Context: an optimization exercise on an open-source flow, tuned for small area. The choices shown serve that exercise and are no tape-out recipe.
Only simulation tests tie the RTL to the original design; equivalence was not proved.
Power figures rest on the tool's default switching activity, not on a simulated workload.

==> design.v <==
module bisecur_codec (
    input  wire         clk,
    input  wire         rst,
    input  wire [31:0]  te_short,
    input  wire [31:0]  te_delta,
    input  wire         op_valid,
    input  wire [7:0]   op_code,
    input  wire         op_level,
    input  wire [31:0]  op_dur,
    input  wire         op_en,
    input  wire         op_src,
    input  wire         op_key_valid,
    input  wire         op_rep_valid,
    input  wire [15:0]  op_bit_count,
    input  wire [31:0]  op_repeat,
    input  wire [175:0] op_key,
    output reg          rsp_valid,
    output reg  [2:0]   rsp_status,
    output reg          rsp_sym_valid,
    output reg          rsp_sym_level,
    output reg  [31:0]  rsp_sym_dur,
    output reg          pkt_ready,
    output wire         rx_full,
    output wire [175:0] pkt_key,
    output wire [7:0]   pkt_calc,
    output wire         pkt_known,
    output wire         pkt_ok,
    output wire         pkt_valid
);
    localparam [2:0] S_RST  = 3'd0;
    localparam [2:0] S_PAS  = 3'd1;
    localparam [2:0] S_PHVL = 3'd2;
    localparam [2:0] S_PAL  = 3'd3;
    localparam [2:0] S_FD0  = 3'd4;    
    localparam [2:0] S_FD1  = 3'd5;    
    localparam [2:0] S_CPL  = 3'd6;
    function [32:0] add32;
        input [31:0] a, b;
        input        ci;
        integer k;
        reg c, c0, c1;
        reg [15:0] s0, s1;
        begin
            c = ci;
            for (k = 0; k < 16; k = k + 1) begin
                add32[k] = a[k] ^ b[k] ^ c;
                c = (a[k] & b[k]) | (a[k] & c) | (b[k] & c);
            end
            c0 = 1'b0;
            c1 = 1'b1;
            for (k = 16; k < 32; k = k + 1) begin
                s0[k-16] = a[k] ^ b[k] ^ c0;
                c0 = (a[k] & b[k]) | (a[k] & c0) | (b[k] & c0);
                s1[k-16] = a[k] ^ b[k] ^ c1;
                c1 = (a[k] & b[k]) | (a[k] & c1) | (b[k] & c1);
            end
            add32[31:16] = c ? s1 : s0;
            add32[32] = c ? c1 : c0;
        end
    endfunction
    function [31:0] add3;
        input [31:0] a, b, d;
        reg [31:0] ps, pc;
        reg [32:0] r;
        begin
            ps = a ^ b ^ d;
            pc = (a & b) | (a & d) | (b & d);
            r = add32(ps, {pc[30:0], 1'b0}, 1'b0);
            add3 = r[31:0];
        end
    endfunction
    function [31:0] dec32;
        input [31:0] a;
        integer k;
        reg b;
        begin
            b = 1'b1;
            for (k = 0; k < 32; k = k + 1) begin
                dec32[k] = a[k] ^ b;
                b = b & ~a[k];
            end
        end
    endfunction
    function lt32;
        input [31:0] a, b;
        integer k;
        reg c;
        begin
            c = 1'b0;
            for (k = 0; k < 32; k = k + 1)
                c = (~a[k] & b[k]) | ((~a[k] | b[k]) & c);
            lt32 = c;
        end
    endfunction
    reg [2:0]   dstate;
    reg [7:0]   dcnt;
    reg         md_lvl;
    reg         cb_en;
    reg [175:0] dbuf;
    reg [175:0] pbuf;
    reg         p_valid;
    reg [175:0] eb;         
    reg [31:0]  erep;
    reg         eactive;
    reg         e_hdr;
    reg [7:0]   e_cnt;
    reg         e_sub;
    reg         e_prev;
    wire op_dreset = (op_code == 8'h30);
    wire op_feed   = (op_code == 8'h31);
    wire op_setcb  = (op_code == 8'h32);
    wire op_parse  = (op_code == 8'h42);
    wire op_ser    = (op_code == 8'h43);
    wire op_load   = (op_code == 8'h50);
    wire op_yield  = (op_code == 8'h51);
    wire op_stop   = (op_code == 8'h52);
    wire op_legal  = op_dreset | op_feed | op_setcb | op_parse | op_ser |
                     op_load | op_yield | op_stop;
    wire [31:0] te_long = {te_short[30:0], 1'b0};
    wire [31:0] n_mark  = {te_short[28:0], 3'b000};
    reg s1, s2, s8, sf;      
    wire [31:0] x_base = ({32{s1}} & te_short) | ({32{s2}} & te_long) | ({32{s8}} & n_mark);
    wire [31:0] x_nom  = add3(x_base, {32{sf}} & te_short, {32{sf}} & {1'b0, te_short[31:1]});
    wire [32:0] d_hi = add32(op_dur, te_delta, 1'b0);      
    wire [32:0] d_lo = add32(op_dur, ~te_delta, 1'b1);     
    wire m_short = (d_hi[32] | lt32(te_short, d_hi[31:0])) & (~d_lo[32] | lt32(d_lo[31:0], te_short));
    wire m_long  = (d_hi[32] | lt32(te_long,  d_hi[31:0])) & (~d_lo[32] | lt32(d_lo[31:0], te_long));
    wire m_x     = (d_hi[32] | lt32(x_nom,    d_hi[31:0])) & (~d_lo[32] | lt32(d_lo[31:0], x_nom));
    wire cx160 = pbuf[108] ^ pbuf[92];
    wire cx161 = pbuf[118] ^ pbuf[113];
    wire cx162 = pbuf[107] ^ pbuf[91];
    wire cx163 = pbuf[109] ^ pbuf[106];
    wire cx164 = pbuf[116] ^ pbuf[110];
    wire cx165 = pbuf[115] ^ pbuf[105];
    wire cx166 = pbuf[119] ^ cx161;
    wire cx167 = pbuf[52] ^ cx163;
    wire cx168 = pbuf[112] ^ pbuf[99];
    wire cx169 = pbuf[95] ^ pbuf[71];
    wire cx170 = pbuf[36] ^ cx160;
    wire cx171 = pbuf[100] ^ pbuf[60];
    wire cx172 = pbuf[148] ^ pbuf[21];
    wire cx173 = pbuf[35] ^ cx162;
    wire cx174 = pbuf[147] ^ pbuf[64];
    wire cx175 = pbuf[163] ^ pbuf[51];
    wire cx176 = pbuf[63] ^ pbuf[59];
    wire cx177 = pbuf[114] ^ pbuf[88];
    wire cx178 = pbuf[56] ^ pbuf[25];
    wire cx179 = pbuf[164] ^ pbuf[66];
    wire cx180 = pbuf[90] ^ pbuf[79];
    wire cx181 = pbuf[94] ^ pbuf[16];
    wire cx182 = pbuf[159] ^ pbuf[30];
    wire cx183 = pbuf[93] ^ pbuf[61];
    wire cx184 = pbuf[149] ^ pbuf[20];
    wire cx185 = pbuf[102] ^ cx165;
    wire cx186 = pbuf[146] ^ pbuf[17];
    wire cx187 = pbuf[97] ^ cx164;
    wire cx188 = pbuf[117] ^ pbuf[23];
    wire cx189 = pbuf[150] ^ cx172;
    wire cx190 = pbuf[153] ^ pbuf[24];
    wire cx191 = pbuf[145] ^ pbuf[18];
    wire cx192 = pbuf[14] ^ cx175;
    wire cx193 = pbuf[89] ^ pbuf[9];
    wire cx194 = pbuf[151] ^ pbuf[22];
    wire cx195 = pbuf[158] ^ pbuf[29];
    wire cx196 = pbuf[144] ^ pbuf[31];
    wire cx197 = pbuf[26] ^ cx176;
    wire cx198 = pbuf[165] ^ pbuf[78];
    wire cx199 = pbuf[85] ^ cx174;
    wire cx200 = pbuf[67] ^ cx173;
    wire cx201 = pbuf[162] ^ pbuf[33];
    wire cx202 = pbuf[103] ^ pbuf[69];
    wire cx203 = pbuf[45] ^ cx168;
    wire cx204 = pbuf[141] ^ pbuf[37];
    wire cx205 = pbuf[124] ^ pbuf[40];
    wire cx206 = pbuf[152] ^ pbuf[54];
    wire cx207 = pbuf[122] ^ pbuf[34];
    wire cx208 = pbuf[98] ^ cx170;
    wire cx209 = pbuf[50] ^ cx185;
    wire cx210 = pbuf[57] ^ cx166;
    wire cx211 = pbuf[104] ^ pbuf[101];
    wire cx212 = pbuf[121] ^ pbuf[77];
    wire cx213 = pbuf[82] ^ cx169;
    wire cx214 = pbuf[125] ^ pbuf[73];
    wire cx215 = pbuf[53] ^ cx187;
    wire cx216 = pbuf[70] ^ cx191;
    wire cx217 = pbuf[126] ^ pbuf[38];
    wire cx218 = pbuf[65] ^ cx182;
    wire cx219 = pbuf[111] ^ pbuf[72];
    wire cx220 = pbuf[47] ^ pbuf[42];
    wire cx221 = pbuf[62] ^ pbuf[58];
    wire cx222 = pbuf[19] ^ cx186;
    wire cx223 = pbuf[156] ^ cx171;
    wire cx224 = pbuf[96] ^ cx167;
    wire cx225 = cx181 ^ cx216;
    wire cx226 = pbuf[138] ^ pbuf[48];
    wire cx227 = pbuf[68] ^ pbuf[8];
    wire cx228 = pbuf[74] ^ pbuf[13];
    wire cx229 = pbuf[10] ^ cx177;
    wire cx230 = cx184 ^ cx223;
    wire cx231 = cx188 ^ cx189;
    wire cx232 = pbuf[155] ^ cx197;
    wire cx233 = pbuf[49] ^ cx179;
    wire cx234 = pbuf[123] ^ cx180;
    wire cx235 = pbuf[157] ^ pbuf[28];
    wire cx236 = cx201 ^ cx205;
    wire cx237 = cx204 ^ cx214;
    wire cx238 = cx194 ^ cx196;
    wire cx239 = pbuf[143] ^ cx192;
    wire cx240 = pbuf[86] ^ cx218;
    wire cx241 = pbuf[39] ^ cx219;
    wire cx242 = pbuf[87] ^ pbuf[55];
    wire cx243 = pbuf[15] ^ cx210;
    wire cx244 = cx195 ^ cx199;
    wire cx245 = pbuf[154] ^ pbuf[27];
    wire cx246 = pbuf[136] ^ cx193;
    wire cx247 = pbuf[140] ^ cx183;
    wire cx248 = pbuf[120] ^ cx213;
    wire cx249 = cx178 ^ cx206;
    wire cx250 = pbuf[84] ^ cx232;
    wire cx251 = cx211 ^ cx234;
    wire cx252 = pbuf[46] ^ cx207;
    wire cx253 = pbuf[80] ^ cx203;
    wire cx254 = pbuf[166] ^ cx241;
    wire cx255 = pbuf[76] ^ pbuf[75];
    wire cx256 = pbuf[12] ^ cx209;
    wire cx257 = cx222 ^ cx236;
    wire cx258 = pbuf[83] ^ cx212;
    wire cx259 = pbuf[81] ^ cx200;
    wire cx260 = pbuf[11] ^ cx198;
    wire cx261 = cx190 ^ cx238;
    wire cx262 = cx221 ^ cx230;
    wire cx263 = pbuf[161] ^ cx260;
    wire cx264 = pbuf[44] ^ pbuf[32];
    wire cx265 = cx217 ^ cx220;
    wire cx266 = pbuf[160] ^ cx224;
    wire cx267 = pbuf[43] ^ cx263;
    wire cx268 = cx235 ^ cx250;
    wire cx269 = pbuf[167] ^ cx215;
    wire cx270 = pbuf[142] ^ cx243;
    wire cx271 = pbuf[137] ^ cx229;
    wire cx272 = cx226 ^ cx252;
    wire cx273 = cx231 ^ cx248;
    wire cx274 = cx244 ^ cx258;
    wire cx275 = cx225 ^ cx249;
    wire cx276 = pbuf[94] ^ cx237;
    wire cx277 = cx247 ^ cx256;
    wire cx278 = pbuf[135] ^ cx239;
    wire cx279 = pbuf[41] ^ cx228;
    wire cx280 = pbuf[139] ^ cx233;
    wire cx281 = cx208 ^ cx227;
    wire cx282 = pbuf[164] ^ cx268;
    wire cx283 = pbuf[68] ^ cx254;
    wire cx284 = pbuf[127] ^ cx255;
    wire cx285 = pbuf[93] ^ cx202;
    wire cx286 = cx276 ^ cx279;
    wire cx287 = pbuf[117] ^ cx253;
    wire cx288 = pbuf[49] ^ cx264;
    wire cx289 = pbuf[123] ^ cx265;
    wire cx290 = cx245 ^ cx262;
    wire cx291 = pbuf[89] ^ cx283;
    wire cx292 = pbuf[41] ^ cx240;
    wire cx293 = pbuf[128] ^ cx246;
    wire cx294 = pbuf[95] ^ pbuf[63];
    wire cx295 = pbuf[138] ^ cx245;
    wire cx296 = pbuf[163] ^ pbuf[54];
    wire cx297 = pbuf[152] ^ cx270;
    wire cx298 = pbuf[83] ^ cx208;
    wire cx299 = pbuf[109] ^ cx273;
    wire cx300 = pbuf[47] ^ cx259;
    wire cx301 = cx244 ^ cx269;
    wire cx302 = cx246 ^ cx266;
    wire cx303 = pbuf[33] ^ cx302;
    wire cx304 = cx170 ^ cx242;
    wire cx305 = pbuf[160] ^ cx277;
    wire cx306 = pbuf[119] ^ cx251;
    wire cx307 = cx171 ^ cx247;
    wire cx308 = pbuf[26] ^ cx190;
    wire cx309 = pbuf[99] ^ cx261;
    wire cx310 = pbuf[121] ^ pbuf[55];
    wire cx311 = cx271 ^ cx292;
    wire cx312 = cx217 ^ cx239;
    wire cx313 = pbuf[46] ^ pbuf[19];
    wire cx314 = pbuf[98] ^ cx188;
    wire cx315 = cx284 ^ cx290;
    wire cx316 = cx202 ^ cx293;
    wire cx317 = cx209 ^ cx278;
    wire cx318 = pbuf[53] ^ cx281;
    wire cx319 = pbuf[129] ^ pbuf[104];
    wire cx320 = pbuf[167] ^ pbuf[133];
    wire cx321 = cx242 ^ cx286;
    wire cx322 = pbuf[108] ^ pbuf[100];
    wire cx323 = pbuf[40] ^ cx167;
    wire cx324 = pbuf[37] ^ cx222;
    wire cx325 = pbuf[105] ^ cx282;
    wire cx326 = pbuf[92] ^ cx307;
    wire cx327 = pbuf[60] ^ cx224;
    wire cx328 = pbuf[56] ^ cx270;
    wire cx329 = cx160 ^ cx184;
    wire cx330 = pbuf[73] ^ pbuf[57];
    wire cx331 = pbuf[88] ^ cx325;
    wire cx332 = pbuf[148] ^ cx257;
    wire cx333 = cx215 ^ cx271;
    wire cx334 = cx275 ^ cx300;
    wire cx335 = pbuf[130] ^ cx272;
    wire cx336 = pbuf[81] ^ cx280;
    wire cx337 = cx164 ^ cx320;
    wire cx338 = cx294 ^ cx312;
    wire cx339 = cx285 ^ cx337;
    wire cx340 = pbuf[91] ^ pbuf[90];
    wire cx341 = pbuf[131] ^ cx306;
    wire cx342 = cx228 ^ cx269;
    wire cx343 = pbuf[165] ^ cx289;
    wire cx344 = cx203 ^ cx212;
    wire cx345 = cx324 ^ cx335;
    wire cx346 = pbuf[78] ^ cx266;
    wire cx347 = cx168 ^ cx326;
    wire cx348 = pbuf[110] ^ pbuf[43];
    wire cx349 = pbuf[59] ^ cx310;
    wire cx350 = pbuf[80] ^ pbuf[42];
    wire cx351 = pbuf[84] ^ cx174;
    wire cx352 = pbuf[67] ^ cx169;
    wire cx353 = cx274 ^ cx348;
    wire cx354 = cx311 ^ cx319;
    wire cx355 = cx267 ^ cx333;
    wire cx356 = pbuf[76] ^ cx220;
    wire cx357 = pbuf[65] ^ pbuf[44];
    wire cx358 = pbuf[107] ^ cx161;
    wire cx359 = pbuf[134] ^ cx313;
    wire cx360 = pbuf[71] ^ cx288;
    wire cx361 = cx316 ^ cx323;
    wire cx362 = cx173 ^ cx296;
    wire cx363 = cx295 ^ cx334;
    wire cx364 = pbuf[127] ^ cx231;
    wire cx365 = cx327 ^ cx351;
    wire cx366 = cx226 ^ cx342;
    wire cx367 = pbuf[96] ^ cx194;
    wire cx368 = cx180 ^ cx227;
    wire cx369 = cx297 ^ cx359;
    wire cx370 = pbuf[101] ^ cx353;
    wire cx371 = pbuf[132] ^ cx257;
    wire cx372 = pbuf[45] ^ cx233;
    wire cx373 = cx322 ^ cx350;
    wire cx374 = cx237 ^ cx240;
    wire cx375 = pbuf[34] ^ cx338;
    wire cx376 = cx177 ^ cx183;
    wire cx377 = pbuf[51] ^ cx352;
    wire cx378 = cx329 ^ cx365;
    wire cx379 = cx259 ^ cx369;
    wire cx380 = pbuf[137] ^ cx195;
    wire cx381 = pbuf[114] ^ cx347;
    wire cx382 = pbuf[126] ^ cx196;
    wire cx383 = pbuf[125] ^ cx193;
    wire cx384 = cx291 ^ cx371;
    wire cx385 = pbuf[52] ^ pbuf[50];
    wire cx386 = cx358 ^ cx368;
    wire cx387 = cx166 ^ cx287;
    wire cx388 = pbuf[32] ^ cx304;
    wire cx389 = pbuf[139] ^ pbuf[58];
    wire cx390 = pbuf[141] ^ pbuf[124];
    wire cx391 = cx340 ^ cx387;
    wire cx392 = cx192 ^ cx249;
    wire cx393 = cx179 ^ cx303;
    wire cx394 = pbuf[112] ^ cx181;
    wire cx395 = cx315 ^ cx318;
    wire cx396 = pbuf[111] ^ cx178;
    wire cx397 = pbuf[11] ^ cx362;
    wire cx398 = pbuf[142] ^ pbuf[62];
    wire cx399 = pbuf[38] ^ cx355;
    wire cx400 = pbuf[103] ^ pbuf[64];
    wire cx401 = pbuf[48] ^ cx390;
    wire cx402 = cx251 ^ cx382;
    wire cx403 = pbuf[74] ^ cx248;
    wire cx404 = cx162 ^ cx377;
    wire cx405 = cx221 ^ cx344;
    wire cx406 = cx165 ^ cx345;
    wire cx407 = cx207 ^ cx363;
    wire cx408 = cx163 ^ cx298;
    wire cx409 = cx330 ^ cx389;
    wire cx410 = pbuf[82] ^ cx301;
    wire cx411 = pbuf[31] ^ cx185;
    wire cx412 = cx411 ^ cx254;
    wire cx413 = cx412 ^ cx278;
    wire cx414 = cx413 ^ cx308;
    wire cx415 = cx414 ^ cx328;
    wire cx416 = cx415 ^ cx343;
    wire cx417 = cx416 ^ cx367;
    wire cx418 = cx417 ^ cx370;
    wire cx419 = cx418 ^ cx376;
    wire cx420 = cx419 ^ cx394;
    wire cx421 = cx420 ^ cx395;
    wire cx422 = cx421 ^ cx401;
    wire cx423 = cx422 ^ cx403;
    wire cx424 = pbuf[135] ^ pbuf[122];
    wire cx425 = cx424 ^ pbuf[118];
    wire cx426 = cx425 ^ pbuf[74];
    wire cx427 = cx426 ^ pbuf[23];
    wire cx428 = cx427 ^ pbuf[17];
    wire cx429 = cx428 ^ cx189;
    wire cx430 = cx429 ^ cx198;
    wire cx431 = cx430 ^ cx230;
    wire cx432 = cx431 ^ cx281;
    wire cx433 = cx432 ^ cx289;
    wire cx434 = cx433 ^ cx309;
    wire cx435 = cx434 ^ cx331;
    wire cx436 = cx435 ^ cx360;
    wire cx437 = cx436 ^ cx361;
    wire cx438 = cx437 ^ cx374;
    wire cx439 = cx438 ^ cx392;
    wire cx440 = cx439 ^ cx410;
    wire cx441 = pbuf[157] ^ pbuf[147];
    wire cx442 = cx441 ^ pbuf[69];
    wire cx443 = cx442 ^ pbuf[20];
    wire cx444 = cx443 ^ cx204;
    wire cx445 = cx444 ^ cx273;
    wire cx446 = cx445 ^ cx275;
    wire cx447 = cx446 ^ cx317;
    wire cx448 = cx447 ^ cx354;
    wire cx449 = cx448 ^ cx356;
    wire cx450 = cx449 ^ cx386;
    wire cx451 = cx450 ^ cx388;
    wire cx452 = cx451 ^ cx393;
    wire cx453 = cx452 ^ cx405;
    wire cx454 = pbuf[158] ^ pbuf[149];
    wire cx455 = cx454 ^ pbuf[90];
    wire cx456 = cx455 ^ pbuf[72];
    wire cx457 = cx456 ^ pbuf[70];
    wire cx458 = cx457 ^ cx172;
    wire cx459 = cx458 ^ cx197;
    wire cx460 = cx459 ^ cx242;
    wire cx461 = cx460 ^ cx258;
    wire cx462 = cx461 ^ cx261;
    wire cx463 = cx462 ^ cx285;
    wire cx464 = cx463 ^ cx328;
    wire cx465 = cx464 ^ cx373;
    wire cx466 = cx465 ^ cx393;
    wire cx467 = cx466 ^ cx399;
    wire cx468 = cx467 ^ cx404;
    wire cx469 = cx468 ^ cx406;
    wire cx470 = pbuf[162] ^ pbuf[159];
    wire cx471 = cx470 ^ pbuf[150];
    wire cx472 = cx471 ^ pbuf[143];
    wire cx473 = cx472 ^ pbuf[120];
    wire cx474 = cx473 ^ pbuf[115];
    wire cx475 = cx474 ^ pbuf[22];
    wire cx476 = cx475 ^ pbuf[12];
    wire cx477 = cx476 ^ cx291;
    wire cx478 = cx477 ^ cx314;
    wire cx479 = cx478 ^ cx341;
    wire cx480 = cx479 ^ cx360;
    wire cx481 = cx480 ^ cx378;
    wire cx482 = cx481 ^ cx399;
    wire cx483 = cx482 ^ cx407;
    wire cx484 = cx483 ^ cx409;
    wire cx485 = pbuf[155] ^ pbuf[151];
    wire cx486 = cx485 ^ pbuf[144];
    wire cx487 = cx486 ^ pbuf[118];
    wire cx488 = cx487 ^ pbuf[85];
    wire cx489 = cx488 ^ pbuf[69];
    wire cx490 = cx489 ^ pbuf[28];
    wire cx491 = cx490 ^ cx208;
    wire cx492 = cx491 ^ cx234;
    wire cx493 = cx492 ^ cx253;
    wire cx494 = cx493 ^ cx299;
    wire cx495 = cx494 ^ cx305;
    wire cx496 = cx495 ^ cx308;
    wire cx497 = cx496 ^ cx349;
    wire cx498 = cx497 ^ cx357;
    wire cx499 = cx498 ^ cx366;
    wire cx500 = cx499 ^ cx384;
    wire cx501 = cx500 ^ cx397;
    wire cx502 = cx501 ^ cx409;
    wire cx503 = pbuf[161] ^ pbuf[147];
    wire cx504 = cx503 ^ pbuf[140];
    wire cx505 = cx504 ^ pbuf[86];
    wire cx506 = cx505 ^ pbuf[75];
    wire cx507 = cx506 ^ pbuf[29];
    wire cx508 = cx507 ^ pbuf[24];
    wire cx509 = cx508 ^ pbuf[12];
    wire cx510 = cx509 ^ cx205;
    wire cx511 = cx510 ^ cx216;
    wire cx512 = cx511 ^ cx219;
    wire cx513 = cx512 ^ cx252;
    wire cx514 = cx513 ^ cx286;
    wire cx515 = cx514 ^ cx290;
    wire cx516 = cx515 ^ cx336;
    wire cx517 = cx516 ^ cx339;
    wire cx518 = cx517 ^ cx349;
    wire cx519 = cx518 ^ cx367;
    wire cx520 = cx519 ^ cx391;
    wire cx521 = cx520 ^ cx392;
    wire cx522 = cx521 ^ cx408;
    wire cx523 = pbuf[162] ^ pbuf[153];
    wire cx524 = cx523 ^ pbuf[146];
    wire cx525 = cx524 ^ pbuf[122];
    wire cx526 = cx525 ^ pbuf[110];
    wire cx527 = cx526 ^ pbuf[97];
    wire cx528 = cx527 ^ pbuf[70];
    wire cx529 = cx528 ^ pbuf[30];
    wire cx530 = cx529 ^ pbuf[14];
    wire cx531 = cx530 ^ cx211;
    wire cx532 = cx531 ^ cx255;
    wire cx533 = cx532 ^ cx282;
    wire cx534 = cx533 ^ cx299;
    wire cx535 = cx534 ^ cx321;
    wire cx536 = cx535 ^ cx343;
    wire cx537 = cx536 ^ cx379;
    wire cx538 = cx537 ^ cx381;
    wire cx539 = cx538 ^ cx385;
    wire cx540 = cx539 ^ cx396;
    wire cx541 = pbuf[139] ^ pbuf[106];
    wire cx542 = cx541 ^ pbuf[105];
    wire cx543 = cx542 ^ pbuf[102];
    wire cx544 = cx543 ^ pbuf[16];
    wire cx545 = cx544 ^ cx175;
    wire cx546 = cx545 ^ cx176;
    wire cx547 = cx546 ^ cx191;
    wire cx548 = cx547 ^ cx198;
    wire cx549 = cx548 ^ cx236;
    wire cx550 = cx549 ^ cx272;
    wire cx551 = cx550 ^ cx274;
    wire cx552 = cx551 ^ cx354;
    wire cx553 = cx552 ^ cx383;
    wire cx554 = cx553 ^ cx391;
    wire cx555 = cx554 ^ cx395;
    wire cx556 = cx555 ^ cx396;
    wire cx557 = pbuf[166] ^ pbuf[87];
    wire cx558 = cx557 ^ pbuf[77];
    wire cx559 = cx558 ^ pbuf[10];
    wire cx560 = cx559 ^ cx189;
    wire cx561 = cx560 ^ cx202;
    wire cx562 = cx561 ^ cx210;
    wire cx563 = cx562 ^ cx268;
    wire cx564 = cx563 ^ cx292;
    wire cx565 = cx564 ^ cx336;
    wire cx566 = cx565 ^ cx346;
    wire cx567 = cx566 ^ cx356;
    wire cx568 = cx567 ^ cx381;
    wire cx569 = cx568 ^ cx383;
    wire cx570 = cx569 ^ cx397;
    wire cx571 = cx570 ^ cx402;
    wire cx572 = cx571 ^ cx406;
    wire cx573 = pbuf[127] ^ pbuf[113];
    wire cx574 = cx573 ^ pbuf[106];
    wire cx575 = cx574 ^ pbuf[77];
    wire cx576 = cx575 ^ pbuf[72];
    wire cx577 = cx576 ^ pbuf[27];
    wire cx578 = cx577 ^ cx200;
    wire cx579 = cx578 ^ cx225;
    wire cx580 = cx579 ^ cx229;
    wire cx581 = cx580 ^ cx238;
    wire cx582 = cx581 ^ cx262;
    wire cx583 = cx582 ^ cx265;
    wire cx584 = cx583 ^ cx267;
    wire cx585 = cx584 ^ cx280;
    wire cx586 = cx585 ^ cx305;
    wire cx587 = cx586 ^ cx341;
    wire cx588 = cx587 ^ cx388;
    wire cx589 = cx588 ^ cx401;
    wire cx590 = cx589 ^ cx410;
    wire cx591 = pbuf[145] ^ pbuf[136];
    wire cx592 = cx591 ^ pbuf[116];
    wire cx593 = cx592 ^ pbuf[114];
    wire cx594 = cx593 ^ pbuf[79];
    wire cx595 = cx594 ^ pbuf[13];
    wire cx596 = cx595 ^ cx176;
    wire cx597 = cx596 ^ cx206;
    wire cx598 = cx597 ^ cx211;
    wire cx599 = cx598 ^ cx235;
    wire cx600 = cx599 ^ cx267;
    wire cx601 = cx600 ^ cx277;
    wire cx602 = cx601 ^ cx288;
    wire cx603 = cx602 ^ cx364;
    wire cx604 = cx603 ^ cx374;
    wire cx605 = cx604 ^ cx384;
    wire cx606 = cx605 ^ cx394;
    wire cx607 = cx606 ^ cx398;
    wire cx608 = cx607 ^ cx400;
    wire cx609 = cx608 ^ cx404;
    wire cx610 = cx609 ^ cx408;
    wire cx611 = pbuf[166] ^ pbuf[88];
    wire cx612 = cx611 ^ pbuf[66];
    wire cx613 = cx612 ^ pbuf[56];
    wire cx614 = cx613 ^ pbuf[48];
    wire cx615 = cx614 ^ pbuf[18];
    wire cx616 = cx615 ^ cx186;
    wire cx617 = cx616 ^ cx201;
    wire cx618 = cx617 ^ cx256;
    wire cx619 = cx618 ^ cx261;
    wire cx620 = cx619 ^ cx287;
    wire cx621 = cx620 ^ cx321;
    wire cx622 = cx621 ^ cx339;
    wire cx623 = cx622 ^ cx357;
    wire cx624 = cx623 ^ cx375;
    wire cx625 = cx624 ^ cx378;
    wire cx626 = cx625 ^ cx380;
    wire cx627 = cx626 ^ cx386;
    wire cx628 = cx627 ^ cx398;
    wire cx629 = pbuf[154] ^ pbuf[75];
    wire cx630 = cx629 ^ pbuf[25];
    wire cx631 = cx630 ^ cx199;
    wire cx632 = cx631 ^ cx218;
    wire cx633 = cx632 ^ cx225;
    wire cx634 = cx633 ^ cx241;
    wire cx635 = cx634 ^ cx361;
    wire cx636 = cx635 ^ cx364;
    wire cx637 = cx636 ^ cx366;
    wire cx638 = cx637 ^ cx372;
    wire cx639 = cx638 ^ cx373;
    wire cx640 = cx639 ^ cx375;
    wire cx641 = cx640 ^ cx376;
    wire cx642 = cx641 ^ cx379;
    wire cx643 = pbuf[128] ^ pbuf[113];
    wire cx644 = cx643 ^ pbuf[39];
    wire cx645 = cx644 ^ pbuf[15];
    wire cx646 = cx645 ^ pbuf[9];
    wire cx647 = cx646 ^ cx182;
    wire cx648 = cx647 ^ cx213;
    wire cx649 = cx648 ^ cx214;
    wire cx650 = cx649 ^ cx223;
    wire cx651 = cx650 ^ cx232;
    wire cx652 = cx651 ^ cx309;
    wire cx653 = cx652 ^ cx317;
    wire cx654 = cx653 ^ cx332;
    wire cx655 = cx654 ^ cx346;
    wire cx656 = cx655 ^ cx370;
    wire cx657 = cx656 ^ cx372;
    wire cx658 = cx657 ^ cx407;
    wire cx659 = pbuf[161] ^ pbuf[138];
    wire cx660 = cx659 ^ pbuf[85];
    wire cx661 = cx660 ^ pbuf[61];
    wire cx662 = cx661 ^ pbuf[55];
    wire cx663 = cx662 ^ pbuf[8];
    wire cx664 = cx663 ^ cx187;
    wire cx665 = cx664 ^ cx190;
    wire cx666 = cx665 ^ cx200;
    wire cx667 = cx666 ^ cx243;
    wire cx668 = cx667 ^ cx264;
    wire cx669 = cx668 ^ cx284;
    wire cx670 = cx669 ^ cx293;
    wire cx671 = cx670 ^ cx314;
    wire cx672 = cx671 ^ cx331;
    wire cx673 = cx672 ^ cx332;
    wire cx674 = cx673 ^ cx380;
    wire cx675 = cx674 ^ cx385;
    wire cx676 = cx675 ^ cx400;
    wire cx677 = cx676 ^ cx402;
    wire cx678 = cx677 ^ cx403;
    wire cx679 = cx678 ^ cx405;
    wire crc_a0 = cx423;
    wire crc_a1 = ~cx440;
    wire crc_a2 = cx453;
    wire crc_a3 = ~cx469;
    wire crc_a4 = cx484;
    wire crc_a5 = ~cx502;
    wire crc_a6 = cx522;
    wire crc_a7 = ~cx540;
    wire crc_b0 = ~cx556;
    wire crc_b1 = ~cx572;
    wire crc_b2 = cx590;
    wire crc_b3 = ~cx610;
    wire crc_b4 = cx628;
    wire crc_b5 = ~cx642;
    wire crc_b6 = ~cx658;
    wire crc_b7 = cx679;
    wire [7:0] crc_a = {crc_a7,crc_a6,crc_a5,crc_a4,crc_a3,crc_a2,crc_a1,crc_a0};
    wire [7:0] crc_b = {crc_b7,crc_b6,crc_b5,crc_b4,crc_b3,crc_b2,crc_b1,crc_b0};
    wire [7:0] p_type = pbuf[175:168];
    assign pkt_known = ({p_type[7:6], p_type[4:0]} == 7'b0110000);
    assign pkt_calc  = pkt_known ? (p_type[5] ? crc_b : crc_a) : 8'h00;
    assign pkt_ok    = pkt_known & (pkt_calc == pbuf[7:0]);
    assign pkt_key   = pbuf;
    assign pkt_valid = p_valid;
    assign rx_full   = (dstate == S_CPL);
    wire e_cur    = eb[e_cnt];
    wire e_h0     = (e_cnt[5:0] == 6'd0);
    wire e_h41    = e_cnt[5] & e_cnt[3] & ~e_cnt[2] & ~e_cnt[1] & e_cnt[0];
    wire e_hsync  = e_cnt[5] & e_cnt[3] & (e_cnt[2] | e_cnt[1]);
    wire e_h45    = e_cnt[5] & e_cnt[3] & e_cnt[2] & e_cnt[0];
    wire e_close  = e_cnt[7] & e_cnt[5] & e_cnt[4];
    wire e_same   = ~e_sub & (e_cur == e_prev);
    wire e_run    = eactive & (erep != 32'd0);
    wire e_level  = e_hdr ? e_cnt[0] : (e_sub ? e_cur : ~e_prev);
    always @* begin
        if (op_code[6]) begin
            if (e_hdr) begin
                s1 = ~e_h0 & ~e_h41 & ~e_hsync;
                s2 = e_hsync;
                s8 = e_h41;
                sf = e_h0;
            end else begin
                s1 = ~e_close & (e_sub | e_same);
                s2 = e_close | ~(e_sub | e_same);
                s8 = 1'b0;
                sf = e_close;
            end
        end else begin
            s1 = 1'b0;
            s2 = dstate[2];
            s8 = (dstate == S_PAS);
            sf = ~(dstate == S_PAS);
        end
    end
    wire d175     = dcnt[7] & dcnt[5] & dcnt[3] & dcnt[2] & dcnt[1] & dcnt[0];
    wire k_short  = m_short | (d175 & m_x);
    wire k_any    = k_short | m_long;
    reg [2:0] dnext;
    reg       d_app;
    always @* begin
        dnext = dstate;
        d_app = 1'b0;
        case (dstate)
        S_RST:  if (!op_level && m_x) dnext = S_PAS;
        S_PAS:  if (op_level && m_x) dnext = S_PHVL;
                else if (!m_short) dnext = S_RST;
        S_PHVL: dnext = (!op_level && m_long) ? S_PAL : S_RST;
        S_PAL:  if (!op_level && m_short) dnext = S_FD1;
                else if (!m_long) dnext = S_RST;
        S_FD0:  dnext = k_short ? S_FD1 : S_RST;
        S_FD1:  if (!k_any || op_level == md_lvl) dnext = S_RST;
                else begin
                    d_app = 1'b1;
                    if (d175) dnext = cb_en ? S_CPL : S_RST;
                    else dnext = k_short ? S_FD0 : S_FD1;
                end
        default: ;
        endcase
    end
    wire ld_ok   = (op_bit_count == 16'd176) & op_key_valid;
    wire d_shift = (dstate == S_FD1) & (op_level != md_lvl);
    wire parse_go = op_src | (dstate == S_CPL);
    wire p_ld   = ~rst & op_valid & op_parse & parse_go;
    wire p_ldk  = p_ld & op_src;
    wire p_ldd  = p_ld & ~op_src;
    wire p_hold = ~rst & ~p_ld;
    always @(posedge clk)
        pbuf <= ({176{p_ldk}} & op_key) | ({176{p_ldd}} & dbuf) | ({176{p_hold}} & pbuf);
    always @(posedge clk) begin
        rsp_sym_dur   <= x_nom;
        rsp_sym_level <= e_level;
        rsp_sym_valid <= e_run;
        rsp_status    <= !op_legal                      ? 3'd4 :
                         (op_parse & ~parse_go)         ? 3'd3 :
                         (op_ser & ~p_valid)            ? 3'd3 :
                         (op_load & (op_bit_count != 16'd176)) ? 3'd1 :
                         (op_load & ~op_key_valid)      ? 3'd2 : 3'd0;
        if (op_valid && op_feed) begin
            if (dstate == S_PAL) dcnt <= 8'd0;
            else if (d_shift) dcnt <= dcnt + 8'd1;
            md_lvl <= op_level;
            if (d_shift) dbuf <= {dbuf[174:0], md_lvl};
        end
        if (op_valid && op_load && ld_ok) begin
            eb   <= {op_key[0], op_key[1], op_key[2], op_key[3], op_key[4], op_key[5], op_key[6], op_key[7],
                     op_key[8], op_key[9], op_key[10], op_key[11], op_key[12], op_key[13], op_key[14], op_key[15],
                     op_key[16], op_key[17], op_key[18], op_key[19], op_key[20], op_key[21], op_key[22], op_key[23],
                     op_key[24], op_key[25], op_key[26], op_key[27], op_key[28], op_key[29], op_key[30], op_key[31],
                     op_key[32], op_key[33], op_key[34], op_key[35], op_key[36], op_key[37], op_key[38], op_key[39],
                     op_key[40], op_key[41], op_key[42], op_key[43], op_key[44], op_key[45], op_key[46], op_key[47],
                     op_key[48], op_key[49], op_key[50], op_key[51], op_key[52], op_key[53], op_key[54], op_key[55],
                     op_key[56], op_key[57], op_key[58], op_key[59], op_key[60], op_key[61], op_key[62], op_key[63],
                     op_key[64], op_key[65], op_key[66], op_key[67], op_key[68], op_key[69], op_key[70], op_key[71],
                     op_key[72], op_key[73], op_key[74], op_key[75], op_key[76], op_key[77], op_key[78], op_key[79],
                     op_key[80], op_key[81], op_key[82], op_key[83], op_key[84], op_key[85], op_key[86], op_key[87],
                     op_key[88], op_key[89], op_key[90], op_key[91], op_key[92], op_key[93], op_key[94], op_key[95],
                     op_key[96], op_key[97], op_key[98], op_key[99], op_key[100], op_key[101], op_key[102], op_key[103],
                     op_key[104], op_key[105], op_key[106], op_key[107], op_key[108], op_key[109], op_key[110], op_key[111],
                     op_key[112], op_key[113], op_key[114], op_key[115], op_key[116], op_key[117], op_key[118], op_key[119],
                     op_key[120], op_key[121], op_key[122], op_key[123], op_key[124], op_key[125], op_key[126], op_key[127],
                     op_key[128], op_key[129], op_key[130], op_key[131], op_key[132], op_key[133], op_key[134], op_key[135],
                     op_key[136], op_key[137], op_key[138], op_key[139], op_key[140], op_key[141], op_key[142], op_key[143],
                     op_key[144], op_key[145], op_key[146], op_key[147], op_key[148], op_key[149], op_key[150], op_key[151],
                     op_key[152], op_key[153], op_key[154], op_key[155], op_key[156], op_key[157], op_key[158], op_key[159],
                     op_key[160], op_key[161], op_key[162], op_key[163], op_key[164], op_key[165], op_key[166], op_key[167],
                     op_key[168], op_key[169], op_key[170], op_key[171], op_key[172], op_key[173], op_key[174], op_key[175]};
            erep <= op_rep_valid ? op_repeat : 32'd1;
        end else if (op_valid && op_yield && e_run && !e_hdr && e_close) begin
            erep <= erep - 32'd1;
        end
        if (op_valid && op_load && ld_ok) begin
            e_hdr <= 1'b1;
            e_cnt <= 8'd0;
        end else if (op_valid && op_yield && e_run) begin
            if (e_hdr) begin
                if (e_h45) begin
                    e_hdr <= 1'b0;
                    e_sub <= 1'b1;
                    e_cnt <= 8'd0;
                end else
                    e_cnt <= e_cnt + 8'd1;
            end else if (e_close) begin
                e_hdr <= 1'b1;
                e_cnt <= 8'd0;
            end else begin
                e_prev <= e_cur;
                e_sub  <= e_same;
                if (!e_same) e_cnt <= e_cnt + 8'd1;
            end
        end
        if (rst) begin
            dstate    <= S_RST;
            cb_en     <= 1'b0;
            p_valid   <= 1'b0;
            eactive   <= 1'b0;
            rsp_valid <= 1'b0;
            pkt_ready <= 1'b0;
        end else begin
            rsp_valid <= op_valid;
            pkt_ready <= op_valid & op_feed & d_app & d175 & cb_en;
            if (op_valid) begin
                if (op_dreset) dstate <= S_RST;
                if (op_feed) dstate <= dnext;
                if (op_setcb) cb_en <= op_en;
                if (op_parse && parse_go) p_valid <= 1'b1;
                if (op_load) eactive <= ld_ok;
                if (op_yield && !e_run) eactive <= 1'b0;
                if (op_stop) eactive <= 1'b0;
            end
        end
    end
endmodule
==> flow/run.sh <==
#!/bin/bash
# Layout with the standard flow (standard.sh, unchanged synthesis), with two
# placement/CTS choices made through ORFS's own variables:
#  - every input and output port still gets a buffer, but the smallest one
#    (buf_1) instead of the delay cell buffer_ports picks by default;
#  - clock tree synthesis without dummy loads, built from clkbuf_4 with sink clusters of up to 10.
# The full output of the ORFS run goes to flow_make.log in this folder; each
# ORFS step also keeps its own log under orfs/logs/.
set -euo pipefail
export BUFFER_PORTS_ARGS="-buffer_cell sky130_fd_sc_hd__buf_1"
export CTS_ARGS="-sink_clustering_enable -repair_clock_nets -sink_clustering_size 10 -sink_clustering_max_diameter 50 -dont_use_dummy_load -buf_list sky130_fd_sc_hd__clkbuf_4"
bash standard.sh finish > flow_make.log 2>&1
==> standard.sh <==
#!/bin/bash
# synth_recipe.tcl (not shown) runs the flow's synth.tcl, then flattens the netlist and writes it again
# the make line also repeats each setting of config.mk as NAME=value (left out here)
make -C /OpenROAD-flow-scripts/flow DESIGN_CONFIG=/design/flow/config.mk WORK_HOME=/design/flow/orfs CLKGATE_MAP_FILE= SYNTH_SCRIPT=/design/flow/synth_recipe.tcl "${@:-finish}"
==> config.mk <==
export PLATFORM = sky130hd
export DESIGN_NAME = bisecur_codec
export DESIGN_NICKNAME = bisecur_codec
export VERILOG_FILES = /design/flow/design.v
export SDC_FILE = /design/flow/constraint.sdc
export NUM_CORES = 4
export LEC_CHECK = 0
export CAP_MARGIN = 20
export CORE_MARGIN = 2
export CORE_UTILIZATION = 40
export SLEW_MARGIN = 20
==> constraint.sdc <==
create_clock -name core_clock -period 14.0 [get_ports {clk}]
set_input_delay 2.8000 -clock core_clock [delete_from_list [all_inputs] [get_ports {clk}]]
set_output_delay 2.8000 -clock core_clock [all_outputs]
set_load 0.01 [all_outputs]
==> results of run 1 <==
-- report_power, final --
part,internal [mW],leakage (nW),switching [mW]
Combinational,0.336,9.67,0.519
Sequential,1.97,5.51,0.0176
Clock,0.299,0.423,0.618
-- critical path, delay by kind of cell, from the launching register on --
family | cells | cell delay, ns
AND/OR/NAND/NOR | 7 | 1.51
flip-flops | 1 | 0.41
multiplexers | 2 | 1.14
AO/OA/AOI/OAI | 12 | 2.69
XOR/XNOR | 1 | 0.18
buffers and inverters | 4 | 0.52
adder cells (fa/ha/maj) | 17 | 6.82
-- flip-flops by register name, indices dropped and copies added, names as in the netlist, 3 cells and up --
| register | count |
|---|---|
| dcnt | 8 |
| rsp_sym_dur | 32 |
| dstate | 3 |
| erep | 32 |
| e_cnt | 8 |
| dbuf | 176 |
| rsp_status | 3 |
| eb | 176 |
| pbuf | 176 |
-- path summary, 6_finish.rpt --
| check | startpoint | end | slack [ns] |
|---|---|---|---|
| setup reg to reg | e_cnt[0]$_SDFFE_PP0P_ | dstate[0]$_SDFFE_PP0P_ | 0.59 |
| hold reg to reg | dbuf[102]$_DFFE_PP_ | dbuf[103]$_DFFE_PP_ | 0.40 |
| hold / removal | dbuf[102]$_DFFE_PP_ | dbuf[103]$_DFFE_PP_ | 0.40 |
| setup / recovery | e_cnt[0]$_SDFFE_PP0P_ | dstate[0]$_SDFFE_PP0P_ | 0.59 |
-- layer usage --
metal | part of all wire | vias up | global-route usage
li1 | - | 13200 | -
met1 | 0.40 | 14400 | 0.354
met2 | 0.48 | 1350 | 0.470
met3 | 0.086 | 216 | 0.0625
met4 | 0.033 | 14 | 0.0948
met5 | 0.00076 | - | 0
-- logic make-up (layout without fill, tap and decap cells) --
family | count (synthesis) | in the layout | share of synthesized area
AO/OA/AOI/OAI | 695 | 695 | 0.155
XOR/XNOR | 600 | 600 | 0.147
adder cells (fa/ha/maj) | 160 | 160 | 0.0689
buffers and inverters | 516 | 1096 | 0.0550
flip-flops | 625 | 625 | 0.455
multiplexers | 66 | 66 | 0.0331
other | 0 | 12 | 0
AND/OR/NAND/NOR | 601 | 601 | 0.0851
-- metrics by stage --
step	hold slack, ns	cell area (um^2)
floorplan	0.427	36200
global placement	0.430	39800
detailed placement	0.435	39800
CTS	0.395	40500
global route	0.404	40600
finish	0.403	40600
-- timing repair --
item	in CTS	in global routing
hold buffers	0	0
endpoints found under the hold margin	0	0
setup endpoints to repair	0	4
setup buffers	0	4
resized for setup	0	8
-- cell usage in the layout, fill, tap and decap left out, types with 17 or more instances in the layout --
cell,instances
a211oi_1,32
a21o_1,18
a21oi_1,66
a222oi_1,211
a22oi_1,21
a31oi_1,24
and2_1,29
buf_1,562
buf_4,71
clkbuf_4,92
dfxtp_1,227
edfxtp_1,395
fa_1,75
ha_1,57
inv_1,363
maj3_1,28
mux2i_1,23
mux4_2,23
nand2_1,134
nand2b_1,44
nand3_1,70
nor2_1,120
nor2b_1,28
nor3_1,46
nor4_1,17
o211ai_1,29
o21ai_0,94
o22ai_1,22
xnor2_1,473
xor2_1,120
-- area by class of cell --
cell class | instances | area, um^2 | share of cell area
Multi-Input combinational cell | 2122 | 17800 | 0.439
Sequential cell | 625 | 16500 | 0.406
Timing Repair Buffer | 638 | 2730 | 0.0674
Tap cell | 1176 | 1470 | 0.0363
Inverter | 366 | 1380 | 0.0340
Clock buffer | 92 | 691 | 0.0170
Antenna cell | 12 | 30.0 | 0.000740
==> impl_metrics.py, run 1 <==
metrics = {
    "clocking": {
        "clkTransAtPathRegs_ns": 0.08,
        "clock_path_buffers": 3,
        "root_buffer": "clkbuf_4",
        "cts_tree": "built",
        "insertion_delay_ns": 0.91,
        "cts_inserted_buffers": 92,
        "htree_levels": 3,
        "clock-sinks": 625,
    },
    "placed_design": {
        "hpwl_um": 104000,
        "place_ws_ns": 0.199,
        "placed_cells": 4923,
        "io_buffers": 562,
        "gp_congestion": 0.997,
    },
    "logic_synthesis": {
        "synth_edf_count": 395,
        "async_flop_share": 0,
        "syn_area_per_cell_um2": 11.1,
        "netlist_area_um2": 36200,
        "yosysMostFrequentCell": "xnor2_1",
        "synth_commonest_cells": "474 x xnor2_1, 395 x edfxtp_1, 363 x inv_1, 230 x dfxtp_1, 211 x a222oi_1",
        "yosys_warnings": 1,
        "synth_fp_nets": 3731,
        "synth_top_cell_by_area": "edfxtp_1",
        "synth_ff_type": "edfxtp_1",
        "ys_seq_elements": 625,
        "synth_area_leaders": "edfxtp_1 33%, dfxtp_1 13%, xnor2_1 11%, a222oi_1 5.8%, fa_1 4.1%",
        "syn_inst": 3263,
        "ys_seq_area_frac": 0.455,
        "yosys.area.top_type_share": 0.328,
        "yosys.cell_types.count": 109,
    },
    "sta": {
        "fin_ws_ns": 0.586,
        "fin_crit_ns": 13.41,
        "worstMarginPinSlew_ns": 1.30,
        "tns_ns": 0,
        "fin_skew_ns": 0.0945,
        "fin_crit_sh": 0.958,
        "slew_viol_final": 0,
        "max_freq_mhz": 74.6,
        "hold_violations": 0,
        "setup_viol": 0,
        "slew_headroom": 0.135,
        "rsz0062_at_grt": "no",
    },
    "die": {
        "io_pins": 563,
        "die_h_um": 305,
        "core_area_um2": 89900,
        "rows": 110,
        "start_util": 0.403,
        "die-area_um2": 92900,
        "fp.dieW_um": 305,
    },
    "cells_and_area": {
        "drive_gt1_frac": 0.0674,
        "fin_nets": 4313,
        "area_growth_pct": 12.1,
        "final_cells": 5031,
        "nFillCells": 8628,
        "final_core_util": 0.451,
    },
    "route": {
        "post_drt_wl_per_cell_um": 26.6,
        "vias": 29200,
        "antenna_left": 0,
        "wl_um": 134000,
        "viasPerCell": 5.80,
        "drt_iter0_markers": 4003,
        "drc": 0,
        "first_pass_iters": 12,
    },
    "critical_path": {
        "max_stage_delay_ns": 0.57,
        "rr_worst_depth": 43,
        "slowest_stage": "mux4_1",
        "cp.required_ns": 14.72,
        "path_class": "register to register",
        "worstPathArrival_ns": 14.13,
        "endpoint_kind": "register",
        "cp-start-kind": "register",
        "crit_fanout": 9,
        "cp_common_cell": "fa_1",
    },
    "global_route": {
        "antenna_found_initial": 18,
        "grtUsageTotal": 0.279,
        "grt_pass1_vias": 27900,
        "grt_pass1_wl_um": 191000,
        "grt_start_max_net_pins": 177,
        "gr-total-overflow": 0,
    },
    "hold_path": {
        "hp-class": "register to register",
        "hold_path_depth": 0,
    },
    "power": {
        "ir_drop_uv": 72.8,
        "power_leakage_nw": 15.6,
        "power_mw": 3.76,
        "power_density_nw_per_um2": 92.7,
    },
    "outcome": {
        "status": "complete, no violations",
    },
    "run": {
        "maxCapViolations": 0,
    },
}
==> run 2: changes to the inputs <==
==> flow/run.sh (replaced) <==
#!/bin/bash
# Layout flow: the standard synthesis (standard.sh synth, unchanged), then
# the combinational logic of its netlist re-mapped for area by ABC (registers
# and adder cells kept as they are, same names and cell types), then the
# standard ORFS layout (standard.sh finish) on that netlist, with:
#  - every input and output port buffered with buf_1;
#  - clock tree synthesis without dummy loads, built from clkbuf_4.
# Logs in this folder: flow_synth.log (standard synthesis), flow_resyn.log
# (the re-mapping, Yosys and ABC), flow_make.log (the rest of the layout);
# each ORFS step also keeps its own log under orfs/logs/.
set -euo pipefail
HERE=$PWD
F=$HERE/flow
R=$HERE/orfs/results/$FLOW_PLATFORM/bisecur_codec/base
LIB=$FLOW_HOME/platforms/$FLOW_PLATFORM/lib/sky130_fd_sc_hd__tt_025C_1v80.lib
YOSYS=$FLOW_HOME/../tools/install/yosys/bin/yosys
export BUFFER_PORTS_ARGS="-buffer_cell sky130_fd_sc_hd__buf_1"
export CTS_ARGS="-sink_clustering_enable -repair_clock_nets -dont_use_dummy_load -buf_list sky130_fd_sc_hd__clkbuf_4"

bash standard.sh synth > flow_synth.log 2>&1
cp $R/1_2_yosys.v $HERE/std_synth.v
sed -e "s#@LIB@#$LIB#g" -e "s#@IN@#$HERE/std_synth.v#" -e "s#@TOP@#$FLOW_TOP#" \
    -e "s#@DONTUSE@#$(cat $F/dont_use.txt)#" -e "s#@ABC@#$F/abc.script#" \
    -e "s#@STAT@#$HERE/resyn_stat.txt#" -e "s#@OUT@#$HERE/resyn.v#" $F/resyn.ys.in > $HERE/resyn.ys
$YOSYS -s $HERE/resyn.ys > flow_resyn.log 2>&1
cp $HERE/resyn.v $R/1_2_yosys.v
rm -f $R/1_synth.odb $R/1_synth.sdc
bash standard.sh finish > flow_make.log 2>&1
==> flow/abc.script (new file) <==
&get -n
&st
&deepsyn -T 60
&nf -R 1000
&put
==> flow/dont_use.txt (new file) <==
-dont_use sky130_fd_sc_hd__lpflow_bleeder_1 -dont_use sky130_fd_sc_hd__lpflow_clkbufkapwr_1 -dont_use sky130_fd_sc_hd__lpflow_clkbufkapwr_16 -dont_use sky130_fd_sc_hd__lpflow_clkbufkapwr_2 -dont_use sky130_fd_sc_hd__lpflow_clkbufkapwr_4 -dont_use sky130_fd_sc_hd__lpflow_clkbufkapwr_8 -dont_use sky130_fd_sc_hd__lpflow_clkinvkapwr_1 -dont_use sky130_fd_sc_hd__lpflow_clkinvkapwr_16 -dont_use sky130_fd_sc_hd__lpflow_clkinvkapwr_2 -dont_use sky130_fd_sc_hd__lpflow_clkinvkapwr_4 -dont_use sky130_fd_sc_hd__lpflow_clkinvkapwr_8 -dont_use sky130_fd_sc_hd__lpflow_decapkapwr_12 -dont_use sky130_fd_sc_hd__lpflow_decapkapwr_3 -dont_use sky130_fd_sc_hd__lpflow_decapkapwr_4 -dont_use sky130_fd_sc_hd__lpflow_decapkapwr_6 -dont_use sky130_fd_sc_hd__lpflow_decapkapwr_8 -dont_use sky130_fd_sc_hd__lpflow_inputiso0n_1 -dont_use sky130_fd_sc_hd__lpflow_inputiso0p_1 -dont_use sky130_fd_sc_hd__lpflow_inputiso1n_1 -dont_use sky130_fd_sc_hd__lpflow_inputiso1p_1 -dont_use sky130_fd_sc_hd__lpflow_inputisolatch_1 -dont_use sky130_fd_sc_hd__lpflow_isobufsrc_1 -dont_use sky130_fd_sc_hd__lpflow_isobufsrc_16 -dont_use sky130_fd_sc_hd__lpflow_isobufsrc_2 -dont_use sky130_fd_sc_hd__lpflow_isobufsrc_4 -dont_use sky130_fd_sc_hd__lpflow_isobufsrc_8 -dont_use sky130_fd_sc_hd__lpflow_isobufsrckapwr_16 -dont_use sky130_fd_sc_hd__lpflow_lsbuf_lh_hl_isowell_tap_1 -dont_use sky130_fd_sc_hd__lpflow_lsbuf_lh_hl_isowell_tap_2 -dont_use sky130_fd_sc_hd__lpflow_lsbuf_lh_hl_isowell_tap_4 -dont_use sky130_fd_sc_hd__lpflow_lsbuf_lh_isowell_4 -dont_use sky130_fd_sc_hd__lpflow_lsbuf_lh_isowell_tap_1 -dont_use sky130_fd_sc_hd__lpflow_lsbuf_lh_isowell_tap_2 -dont_use sky130_fd_sc_hd__lpflow_lsbuf_lh_isowell_tap_4 -dont_use sky130_fd_sc_hd__probe_p_8 -dont_use sky130_fd_sc_hd__probec_p_8 
==> flow/resyn.ys.in (new file) <==
# Re-map the combinational logic of the standard synthesis netlist for area.
# Registers (and the adder cells) stay as the instances standard synthesis
# made, with their names and cell types.
read_liberty -ignore_miss_func @LIB@
read_verilog @IN@
hierarchy -top @TOP@
setattr -mod -set keep_hierarchy 1 sky130_fd_sc_hd__df* sky130_fd_sc_hd__edf* sky130_fd_sc_hd__fa* sky130_fd_sc_hd__ha*
flatten
opt_clean -purge
abc -liberty @LIB@ @DONTUSE@ -script @ABC@ @TOP@
opt_clean -purge
hilomap -singleton -hicell sky130_fd_sc_hd__conb_1 HI -locell sky130_fd_sc_hd__conb_1 LO
splitnets
opt_clean -purge
blackbox sky130_fd_sc_hd__df* sky130_fd_sc_hd__edf* sky130_fd_sc_hd__fa* sky130_fd_sc_hd__ha*
tee -o @STAT@ stat -liberty @LIB@
write_verilog -noattr -nohex -nodec @OUT@
==> impl_metrics.py, run 2 <==
metrics = {
    "global_route": {
        "grtUsageTotal": 0.295,
        "grt_pass1_wl_um": 182000,
        "grt_start_max_net_pins": 177,
        "grt_pass1_vias": 27000,
        "gr-total-overflow": 0,
        "antenna_found_initial": 14,
    },
    "placed_design": {
        "hpwl_um": 99200,
        "io_buffers": 562,
        "gp_congestion": 0.994,
        "place_area_um2": 37600,
    },
    "die": {
        "start_util": 0.405,
        "core_area_um2": 80800,
        "fp.dieW_um": 290,
        "rows": 104,
        "die-area_um2": 84100,
        "die_h_um": 290,
        "io_pins": 563,
    },
    "cells_and_area": {
        "area_growth_pct": 19.8,
        "layout_common_cells": "561 x buf_1, 422 x xnor2_1, 395 x edfxtp_1",
        "design_area_um2": 39200,
        "final_core_util": 0.485,
        "drive_gt1_frac": 0.108,
        "reg.largest.list": "dbuf: 176 flops, eb: 176 flops, pbuf: 176 flops",
        "mostFrequentLayoutCell": "buf_1",
        "fin_nets": 4260,
    },
    "logic_synthesis": {
        "netlist_area_um2": 32700,
        "yosys_warnings": 1,
        "syn_inst": 2883,
        "synth_fp_nets": 3351,
        "syn_area_per_cell_um2": 11.3,
    },
    "clocking": {
        "clkTransAtPathRegs_ns": 0.06,
        "cts_tree": "built",
        "cts_hold_buf": 0,
        "root_buffer": "clkbuf_4",
        "clock-sinks": 625,
        "insertion_delay_ns": 1.02,
        "cts_inserted_buffers": 170,
        "htree_levels": 4,
        "clock_path_buffers": 3,
    },
    "sta": {
        "fin_worst_hold_slack_ns": 0.391,
        "slew_headroom": 0.243,
        "fin_crit_sh": 0.943,
        "worstMarginPinSlew_ns": 1.14,
        "max_freq_mhz": 75.7,
        "slew_viol_final": 0,
        "fin_crit_ns": 13.20,
        "setup_viol": 0,
        "hold_violations": 0,
        "fin_skew_ns": 0.0974,
    },
    "critical_path": {
        "cp-startpoint": "e_cnt[3]$_SDFFE_PP0P_",
        "critical_path_cell_count": 67,
        "crit_fanout": 10,
        "max_stage_delay_ns": 0.58,
        "cp-start-kind": "register",
        "critPathTopFamily": "adder cells",
        "cp.required_ns": 14.89,
        "endpoint_kind": "register",
        "rr_worst_depth": 67,
        "r2r-start": "e_cnt[3]$_SDFFE_PP0P_",
        "path_buf_inv": 5,
        "slowest_stage": "nor3_1",
        "cp_common_cell": "fa_2",
        "worstPathArrival_ns": 14.09,
        "path_class": "register to register",
        "rrSetupSlack_ns": 0.80,
    },
    "route": {
        "post_drt_wl_per_cell_um": 26.4,
        "drt_iter0_markers": 3440,
        "viasPerCell": 5.69,
        "vias": 27600,
        "first_pass_iters": 13,
        "drc": 0,
        "antenna_left": 0,
        "wl_um": 128000,
    },
    "power": {
        "ir_drop_uv": 58.3,
        "power_leakage_nw": 13.3,
        "power_mw": 3.96,
        "power_density_nw_per_um2": 101,
    },
    "outcome": {
        "status": "complete, no violations",
    },
    "hold_path": {
        "hold_path_depth": 0,
        "hp-class": "register to register",
        "min-delay-start": "dbuf[124]$_DFFE_PP_",
    },
    "run": {
        "maxCapViolations": 0,
    },
}
run 2: final cells by class:
class	count	area (um^2)
fillers	7617	41600
well taps	1060	1330
inverters	369	1390
clock buffers	170	1280
multi-input cells	1890	15200
repair buffers	736	3560
flip-flops and latches	625	16500
diodes	9	22.5
run 2: final timing paths:
kind / end
max reg2reg: dstate[0]$_SDFFE_PP0P_
max: dstate[0]$_SDFFE_PP0P_
min: dbuf[125]$_DFFE_PP_
min reg2reg: dbuf[125]$_DFFE_PP_
run 2: per-stage QoR:
step,TNS [ns],cells,setup WS [ns]
4_1_cts,0,4840,0.0293
5_1_grt,-0.0178,4853,-0.0178
6_report,0,4859,0.798
3_5_place_dp,-2.59,4670,-0.683
2_1_floorplan,0,2883,0.0234
3_3_place_gp,-2.02,4670,-0.542
run 2: metal layers:
layer,vias to the layer above,GRT usage,routed length (um)
li1,12600,-,-
met1,13400,0.379,51400
met2,1413,0.483,60600
met3,210,0.0669,11100
met4,4,0.122,5000
met5,-,0,27
run 2: power breakdown:
group / internal (mW) / total (mW) / switching [mW]
registers: 1.98 / 2.00 / 0.0181
clock network: 0.548 / 1.23 / 0.683
logic: 0.308 / 0.727 / 0.419
total: 2.84 / 3.96 / 1.12
run 2: what timing repair did:
action	in CTS	in global routing
hold endpoints to repair	0	0
setup endpoints to repair	4	4
gates cloned	0	1
resized for setup	6	42
setup buffers	0	9
pin swaps	0	37
==> run 3: changes to the inputs <==
--- a/flow/run.sh
+++ b/flow/run.sh
@@ -4,7 +4,8 @@
 # and adder cells kept as they are, same names and cell types), then the
 # standard ORFS layout (standard.sh finish) on that netlist, with:
 #  - every input and output port buffered with buf_1;
-#  - clock tree synthesis without dummy loads, built from clkbuf_4.
+#  - clock tree synthesis without dummy loads, built from clkbuf_4 with
+#    sink clusters of up to 10 flip-flops.
 # Logs in this folder: flow_synth.log (standard synthesis), flow_resyn.log
 # (the re-mapping, Yosys and ABC), flow_make.log (the rest of the layout);
 # each ORFS step also keeps its own log under orfs/logs/.
@@ -15,7 +16,7 @@
 LIB=$FLOW_HOME/platforms/$FLOW_PLATFORM/lib/sky130_fd_sc_hd__tt_025C_1v80.lib
 YOSYS=$FLOW_HOME/../tools/install/yosys/bin/yosys
 export BUFFER_PORTS_ARGS="-buffer_cell sky130_fd_sc_hd__buf_1"
-export CTS_ARGS="-sink_clustering_enable -repair_clock_nets -dont_use_dummy_load -buf_list sky130_fd_sc_hd__clkbuf_4"
+export CTS_ARGS="-sink_clustering_enable -repair_clock_nets -sink_clustering_size 10 -sink_clustering_max_diameter 50 -dont_use_dummy_load -buf_list sky130_fd_sc_hd__clkbuf_4"
 
 bash standard.sh synth > flow_synth.log 2>&1
 cp $R/1_2_yosys.v $HERE/std_synth.v
==> impl_metrics.py, run 3 <==
metrics = {
    "global_route": {
        "grt_pass1_wl_um": 180000,
        "grtUsageTotal": 0.292,
        "grt_pass1_vias": 26200,
        "gr-total-overflow": 0,
        "antenna_found_initial": 14,
        "grt_start_max_net_pins": 177,
    },
    "route": {
        "wl_um": 127000,
        "antenna_left": 0,
        "drc": 0,
        "viasPerCell": 5.71,
        "drt_iter0_markers": 3382,
        "first_pass_iters": 13,
        "post_drt_wl_per_cell_um": 26.7,
        "vias": 27300,
    },
    "sta": {
        "fin_skew_ns": 0.135,
        "hold_violations": 0,
        "fin_crit_ns": 13.26,
        "worstMarginPinSlew_ns": 1.14,
        "slew_viol_final": 0,
        "fin_crit_sh": 0.947,
        "max_freq_mhz": 75.4,
        "fin_worst_hold_slack_ns": 0.359,
        "setup_viol": 0,
        "slew_headroom": 0.242,
    },
    "power": {
        "power_leakage_nw": 12.9,
        "switching_power_mw": 1.06,
        "ir_drop_uv": 67.2,
        "power_density_nw_per_um2": 93.9,
        "clkPwrFrac": 0.249,
        "switching_share": 0.291,
        "combPwrFrac": 0.201,
        "pwr-share-seq": 0.551,
        "p_int_mw": 2.57,
    },
    "critical_path": {
        "critPathTopFamily": "adder cells",
        "r2r-start": "e_cnt[1]$_SDFFE_PP0P_",
        "critical_path_cell_count": 70,
        "cp-startpoint": "e_cnt[1]$_SDFFE_PP0P_",
        "rr_endpoint": "dstate[0]$_SDFFE_PP0P_",
        "rr_worst_depth": 70,
        "worstPathArrival_ns": 14.01,
        "rrSetupSlack_ns": 0.74,
        "path_class": "register to register",
        "path_buf_inv": 7,
        "max_stage_delay_ns": 0.57,
        "cp.required_ns": 14.75,
        "endpoint_kind": "register",
        "crit_fanout": 6,
        "cp-endpoint": "dstate[0]$_SDFFE_PP0P_",
        "slowest_stage": "fa_1",
        "cp-start-kind": "register",
        "cp_common_cell": "fa_2",
    },
    "logic_synthesis": {
        "netlist_area_um2": 32700,
        "syn_area_per_cell_um2": 11.3,
        "syn_inst": 2883,
        "yosys_warnings": 1,
        "synth_fp_nets": 3351,
    },
    "clocking": {
        "clkTransAtPathRegs_ns": 0.10,
        "root_buffer": "clkbuf_4",
        "clock-sinks": 625,
        "clock_path_buffers": 3,
        "cts_inserted_buffers": 87,
        "insertion_delay_ns": 0.95,
        "cts_tree": "built",
        "htree_levels": 3,
        "cts_hold_buf": 0,
    },
    "cells_and_area": {
        "design_area_um2": 38600,
        "fin_nets": 4178,
        "drive_gt1_frac": 0.0890,
        "nFillCells": 7617,
        "reg.largest.list": "dbuf: 176 flops, eb: 176 flops, pbuf: 176 flops",
        "mostFrequentLayoutCell": "buf_1",
        "area_growth_pct": 18.1,
        "layout_common_cells": "561 x buf_1, 422 x xnor2_1, 395 x edfxtp_1",
    },
    "outcome": {
        "status": "complete, no violations",
    },
    "die": {
        "die-area_um2": 84100,
        "fp.dieW_um": 290,
        "io_pins": 563,
        "core_area_um2": 80800,
        "rows": 104,
        "die_h_um": 290,
        "start_util": 0.405,
    },
    "placed_design": {
        "gp_congestion": 0.994,
        "place_area_um2": 37600,
        "io_buffers": 562,
        "hpwl_um": 99200,
    },
    "run": {
        "maxCapViolations": 0,
    },
    "hold_path": {
        "hp-class": "register to register",
    },
}
-- run 3: cell types whose count changed in the layout (fill, tap and decap cells not counted), sizes merged --
| cell | previous run | this run |
|---|---|---|
| clkbuf | 171 | 88 |
| clkinv | 367 | 369 |
| diode | 9 | 10 |
| inv | 2 | 0 |
| nor2 | 158 | 159 |
-- run 3: timing repair --
action	4_1_cts	5_1_grt
setup endpoints to repair	4	4
gates resized for setup	11	44
gates cloned	0	2
pin swaps	1	41
setup buffers	0	10
-- run 3: area by class of cell --
type	count	area [um^2]	area share
sequential	625	16500	0.426
multi-input combinational	1891	15200	0.393
timing repair buffer	736	3570	0.0925
inverter	369	1390	0.0359
tap	1060	1330	0.0343
clock buffer	87	653	0.0169
antenna	10	25.0	0.000648
-- run 3: per-layer routing --
metal	vias to the layer above	part of all wire	global-route usage
met5	-	0.00018	0
met3	242	0.091	0.0577
met4	4	0.042	0.122
met1	13200	0.40	0.378
li1	12400	-	-
met2	1462	0.47	0.480
-- run 3: metrics by stage --
| stage | setup slack (ns) | util | power, mW | instances | setup TNS (ns) |
|---|---|---|---|---|---|
| after floorplan | 0.0234 | - | 2.46 | 2883 | 0 |
| after global placement | -0.542 | 0.466 | 2.74 | 4670 | -2.02 |
| after detailed placement | -0.683 | 0.466 | 2.75 | 4670 | -2.59 |
| after CTS | 0.0778 | 0.474 | 3.64 | 4757 | 0 |
| after global routing | -0.0705 | 0.478 | 3.80 | 4772 | -0.103 |
| final | 0.737 | 0.478 | 3.63 | 4778 | 0 |
-- run 3: power groups by stage --
stage	clock network, mW	logic [mW]	registers, mW
finish	0.901	0.728	2.00
global route	0.992	0.807	2.00
CTS	0.924	0.714	2.00
detailed placement	0	0.709	2.04
global placement	0	0.704	2.04
floorplan	0	0.412	2.05
-- run 3: worst reg2reg max path, delay by kind of cell (launching register included) --
family          cells  cell delay, ns
fa+ha+maj          15            5.03
compound gates     28            4.07
simple gates       17            2.30
buf+inv             7            1.00
flops               1            0.39
xor+xnor            2            0.19
mux                 1            0.18
-- run 3: worst min path at each step --
| stage | start | end | slack, ns | cells past startpoint |
|---|---|---|---|---|
| after global placement | dbuf[131]$_DFFE_PP_ | dbuf[132]$_DFFE_PP_ | 0.43 | 0 |
| after global routing | dbuf[30]$_DFFE_PP_ | dbuf[31]$_DFFE_PP_ | 0.35 | 0 |
| after floorplan | dbuf[175]$_DFFE_PP_ | pbuf[175]$_DFF_P_ | 0.42 | 2 |
| final | dbuf[30]$_DFFE_PP_ | dbuf[31]$_DFFE_PP_ | 0.36 | 0 |
| after detailed placement | dbuf[29]$_DFFE_PP_ | dbuf[30]$_DFFE_PP_ | 0.43 | 0 |
| after CTS | dbuf[30]$_DFFE_PP_ | dbuf[31]$_DFFE_PP_ | 0.34 | 0 |

==> re-timing with driven ports <==
Ports are ideal in the flow. The routed layouts listed here were re-timed in OpenROAD.
Step 1 sets driving cells, clkbuf_16 on the clock port and buf_2 on the other inputs (assumed; they add their load-dependent delay and slew).
Step 2, shift: input delay + t, output delay - t, t = (earliest + latest rising clock arrival at the registers) / 2. This alone moves slack from input paths to output paths.
Three values: ideal, step 1, step 2; two values: the first two.
run	t, ns	setup WS [ns]	slew at the worst register clock pin (ns)	worst slew at a driven data input, ns	cell pins on the clock port's net
run 1	0.917	0.586 / 0.586 / 0.196	0.11 / 0.11	0.18	1
run 2	1.036	0.798 / 0.798 / -0.031	0.07 / 0.07	0.15	1
run 3	0.936	0.737 / 0.737 / -0.127	0.12 / 0.12	0.16	1
Met with ideal ports but missed after step 2: setup timing in run 2 and run 3. For run 3, which loses most, drivers alone change the setup slack by 0.000 ns; drivers and shift together by -0.864 ns.
